Background: an optimization exercise with open tools, aiming at small area, a short achievable clock period and few clock cycles. Do not read the settings as production practice.
RTL that was checked went through simulation tests only; none was proved equivalent to the original.
Power and IR drop assume default switching activity.

// ufs_core
module ufs_core (
    input  wire        clk,
    input  wire        rst,
    input  wire        rx_valid,
    input  wire [7:0]  rx_data,
    output wire        rx_ready,
    output reg         tx_valid,
    output wire [7:0]  tx_data,
    input  wire        tx_ready,
    output reg         mem_clr,
    output reg         buf_we,
    output wire [13:0] buf_addr,
    output wire [7:0]  buf_wdata,
    output reg         name_we,
    output wire [5:0]  name_addr,
    output wire [7:0]  name_wdata,
    output reg         st_valid,
    input  wire        st_ready,
    output wire [5:0]  st_name_len,
    output wire [13:0] st_length
);
Size: ~1100 cells after synthesis, about 0.016 mm^2 of cells after synthesis.
clock: 8.0 ns
lec_check: 0
cap_margin: 20
core_margin: 2
core_utilization: 65
cts_cluster_diameter: 100
cts_cluster_size: 31
slew_margin: 20
standard.sh (not shown) runs the stock make flow with config.mk's settings and CLKGATE_MAP_FILE= SYNTH_SCRIPT=/design/flow/synth_recipe.tcl, a recipe that flattens the netlist after the stock synthesis.
==> flow/flow/run.sh <==
#!/bin/bash
# Standard ORFS layout, with the port buffers made from plain buffers and
# repair_timing asked for more setup margin.
set -euo pipefail
export BUFFER_PORTS_ARGS="-buffer_cell sky130_fd_sc_hd__buf_2"
export SETUP_SLACK_MARGIN=5.3
bash standard.sh > standard.log 2>&1
Change:
--- a/flow/flow/run.sh
+++ b/flow/flow/run.sh
@@ -4,4 +4,4 @@
 set -euo pipefail
 export BUFFER_PORTS_ARGS="-buffer_cell sky130_fd_sc_hd__buf_2"
-export SETUP_SLACK_MARGIN=5.3
+export SETUP_SLACK_MARGIN=5.2
 bash standard.sh > standard.log 2>&1
CTS_CLUSTER_SIZE = 28   (was 31)
Power hardly moves.
Maximum frequency shrinks slightly.
Cell area went down by a few percent.
Non-clock buffer count went down by 23.
Change:
--- a/flow/flow/run.sh
+++ b/flow/flow/run.sh
@@ -4,4 +4,4 @@
 set -euo pipefail
 export BUFFER_PORTS_ARGS="-buffer_cell sky130_fd_sc_hd__buf_2"
-export SETUP_SLACK_MARGIN=5.2
+export SETUP_SLACK_MARGIN=5.3
 bash standard.sh > standard.log 2>&1
Outcome: Clock skew stays flat. Count of clock-buffer cells in the layout rises by 1. Non-clock buffer count rises by 21.
Function was not checked in any run of this note: the RTL went through the layout flow alone.

ufs_core, a different RTL version from the one above (not shown whole).
Size: roughly 1100 cells after synthesis, about 610 flip-flops, about 0.016 mm2 of cells after synthesis.
Design ufs_core, start of the top module:
module ufs_core (
    input  wire        clk,
    input  wire        rst,
    input  wire        rx_valid,
    input  wire [7:0]  rx_data,
    output wire        rx_ready,
    output reg         tx_valid,
    output wire [7:0]  tx_data,
    input  wire        tx_ready,
    output reg         mem_clr,
    output reg         buf_we,
    output wire [13:0] buf_addr,
    output wire [7:0]  buf_wdata,
    output reg         name_we,
    output wire [5:0]  name_addr,
    output wire [7:0]  name_wdata,
    output reg         st_valid,
    input  wire        st_ready,
    output wire [5:0]  st_name_len,
    output wire [13:0] st_length
);
    reg        rdy;
    reg        v1;
    reg  [7:0] d1;
    wire       fire = rx_valid & rdy;
    assign rx_ready = rdy;
    reg s_seek, s_cmd, s_n, s_name, s_tail, s_dsh, s_dsl, s_dlen, s_ddata, s_cs, s_skip;
    reg        is_s, is_e;       
    reg  [7:0] csum;
    reg  [7:0] rem;              
    reg  [1:0] sc;               
    reg        nbig;             
    reg        sbig;             
    reg        eq28;             
    reg        seqh0, seqlo, seq41;
    reg        fok;              
  ...
export LEC_CHECK = 0
export CAP_MARGIN = 20
export CORE_MARGIN = 2
export CORE_UTILIZATION = 75
export CTS_CLUSTER_DIAMETER = 100
export CTS_CLUSTER_SIZE = 28
export SLEW_MARGIN = 20
create_clock -name core_clock -period 8.0 [get_ports {clk}]
==> flow/flow/run.sh <==
#!/bin/bash
# Standard ORFS layout, with the port buffers made from plain buffers and
# repair_timing asked for more setup margin.
set -euo pipefail
export BUFFER_PORTS_ARGS="-buffer_cell sky130_fd_sc_hd__buf_2"
export SETUP_SLACK_MARGIN=5.3
bash standard.sh > standard.log 2>&1
The starting point passed the timing, design-rule and antenna checks.
Testbench counts at the start, summed over its fixed seeds: cycles 69,361.
Change:
- CORE_UTILIZATION: 75 -> 65
What happened: The new run went through all stages and came out clean; hold slack gets worse by 0.0048 ns; utilization fell by 11 points; maximum frequency rose by 4.0%; setup slack gets better by 0.11 ns; first-iteration DRC count fell by about 30%; synthesized cell count is unchanged.
Change:
- CORE_UTILIZATION: 65 -> 40
- CTS_CLUSTER_DIAMETER: 100 -> 120
The changed run completed without violations.
Count of clock-buffer cells in the layout went down by 4.
Register-to-register slack stays flat.
Critical path depth stays the same.
Synthesized area stays the same.
Hold slack gets worse by 0.0088 ns.

Another version of the RTL of ufs_core (not shown whole).
Size in the first run: ~610 flip-flops, roughly 83 I/O pins, roughly 16000 sq um of cells after synthesis.
clock: 8.0 ns
lec_check: 0
cap_margin: 20
core_margin: 2
core_utilization: 65
cts_cluster_diameter: 100
cts_cluster_size: 28
slew_margin: 20
==> flow/flow/run.sh <==
#!/bin/bash
# Standard ORFS layout, with the port buffers made from plain buffers and
# repair_timing asked for more setup margin.
set -euo pipefail
export BUFFER_PORTS_ARGS="-buffer_cell sky130_fd_sc_hd__buf_2"
export SETUP_SLACK_MARGIN=5.1
bash standard.sh > standard.log 2>&1
The first run completed with no timing, DRC or antenna violations.
Testbench counts at the start, summed over its fixed seeds: cycles 69,380.
Edit:
--- a/flow/flow/run.sh
+++ b/flow/flow/run.sh
@@ -6 +6 @@
-export SETUP_SLACK_MARGIN=5.1
+export SETUP_SLACK_MARGIN=5.2
--- a/flow/config.mk
+++ b/flow/config.mk
@@ -7,0 +8 @@
+export ABC_AREA = 1
=> The changed run finished clean; sequential share of layout area shrinks by 1.4 points; wire length grows by 11%; design area grows by 2.1%; clock power barely changes; combinational power grows by 33%; setup slack improves by 0.031 ns.
Edit:
==> flow/flow/run.sh (replaced) <==
#!/bin/bash
# Standard ORFS layout, with the port buffers made from plain buffers,
# repair_timing asked for more setup margin, and CTS without dummy loads.
set -euo pipefail
export BUFFER_PORTS_ARGS="-buffer_cell sky130_fd_sc_hd__buf_2"
export SETUP_SLACK_MARGIN=5.2
export CTS_ARGS="-sink_clustering_enable -repair_clock_nets -sink_clustering_size 28 -sink_clustering_max_diameter 100 -dont_use_dummy_load"
bash standard.sh > standard.log 2>&1
--- a/flow/config.mk
+++ b/flow/config.mk
@@ -8 +7,0 @@
-export ABC_AREA = 1
=> Die area drops by 0.53%; clock-buffer cell count went down by 12; combinational power fell by 18%; power shrinks by 2.2%.
Edit:
==> flow/flow/run.sh (replaced) <==
#!/bin/bash
# Standard ORFS layout, with the port buffers made from plain buffers and
# repair_timing asked for more setup margin.
set -euo pipefail
export BUFFER_PORTS_ARGS="-buffer_cell sky130_fd_sc_hd__buf_1"
export SETUP_SLACK_MARGIN=5.2
bash standard.sh > standard.log 2>&1
What happened:
- The changed run passed the timing, design-rule and antenna checks
- via count barely changes
- synthesized cell count does not change
- sequential share of layout area fell by 0.13 points
- power went up by about 1.6%
- final cell count climbs by about 1.4%
- wire length stays flat

==> re-timing with driven ports <==
The results above use ideal ports. As a check the final layouts listed here were re-extracted and re-timed, cells and wires unchanged.
Step 1 sets driving cells, clkbuf_16 on the clock port and buf_2 on the other inputs (assumed; they add their load-dependent delay and slew).
Step 2 times the ports against the registers' clock, not the clock port: input delays grow and output delays shrink by t, the midpoint of the rising clock arrivals with the driver on.
Slacks: ideal ports / drivers / drivers and shift; pairs: ideal ports / drivers.
run	shift t [ns]	slack for setup (ns)	hold WS [ns]	worst register clock-pin slew, ns	worst slew at a driven data input, ns
the first run of note 1	0.609	5.246 / 5.197 / 5.038	0.328 / 0.328 / 0.328	0.12 / 0.12	0.05
the second run of note 1	0.615	5.230 / 5.183 / 4.952	0.325 / 0.325 / 0.325	0.11 / 0.11	0.05
the third run of note 1	0.599	5.248 / 5.199 / 5.033	0.322 / 0.322 / 0.322	0.11 / 0.11	0.05
the first run of note 2	0.606	5.127 / 5.127 / 5.077	0.327 / 0.327 / 0.327	0.11 / 0.11	0.06
the second run of note 2	0.605	5.238 / 5.192 / 5.108	0.322 / 0.322 / 0.322	0.11 / 0.11	0.05
the third run of note 2	0.611	5.161 / 5.108 / 5.066	0.313 / 0.313 / 0.313	0.12 / 0.12	0.07
the first run of note 3	0.594	5.166 / 5.120 / 5.173	0.319 / 0.319 / 0.319	0.11 / 0.11	0.05
the second run of note 3	0.609	5.197 / 5.145 / 5.316	0.327 / 0.327 / 0.327	0.12 / 0.12	0.06
the third run of note 3	0.587	5.224 / 5.178 / 5.163	0.319 / 0.319 / 0.319	0.11 / 0.11	0.05
the fourth run of note 3	0.601	5.238 / 5.189 / 5.110	0.320 / 0.320 / 0.320	0.11 / 0.11	0.04
After both steps every run listed still meets setup and hold. For the second run of note 1, which loses most, drivers alone change the setup slack by -0.047 ns; drivers and shift together by -0.278 ns.
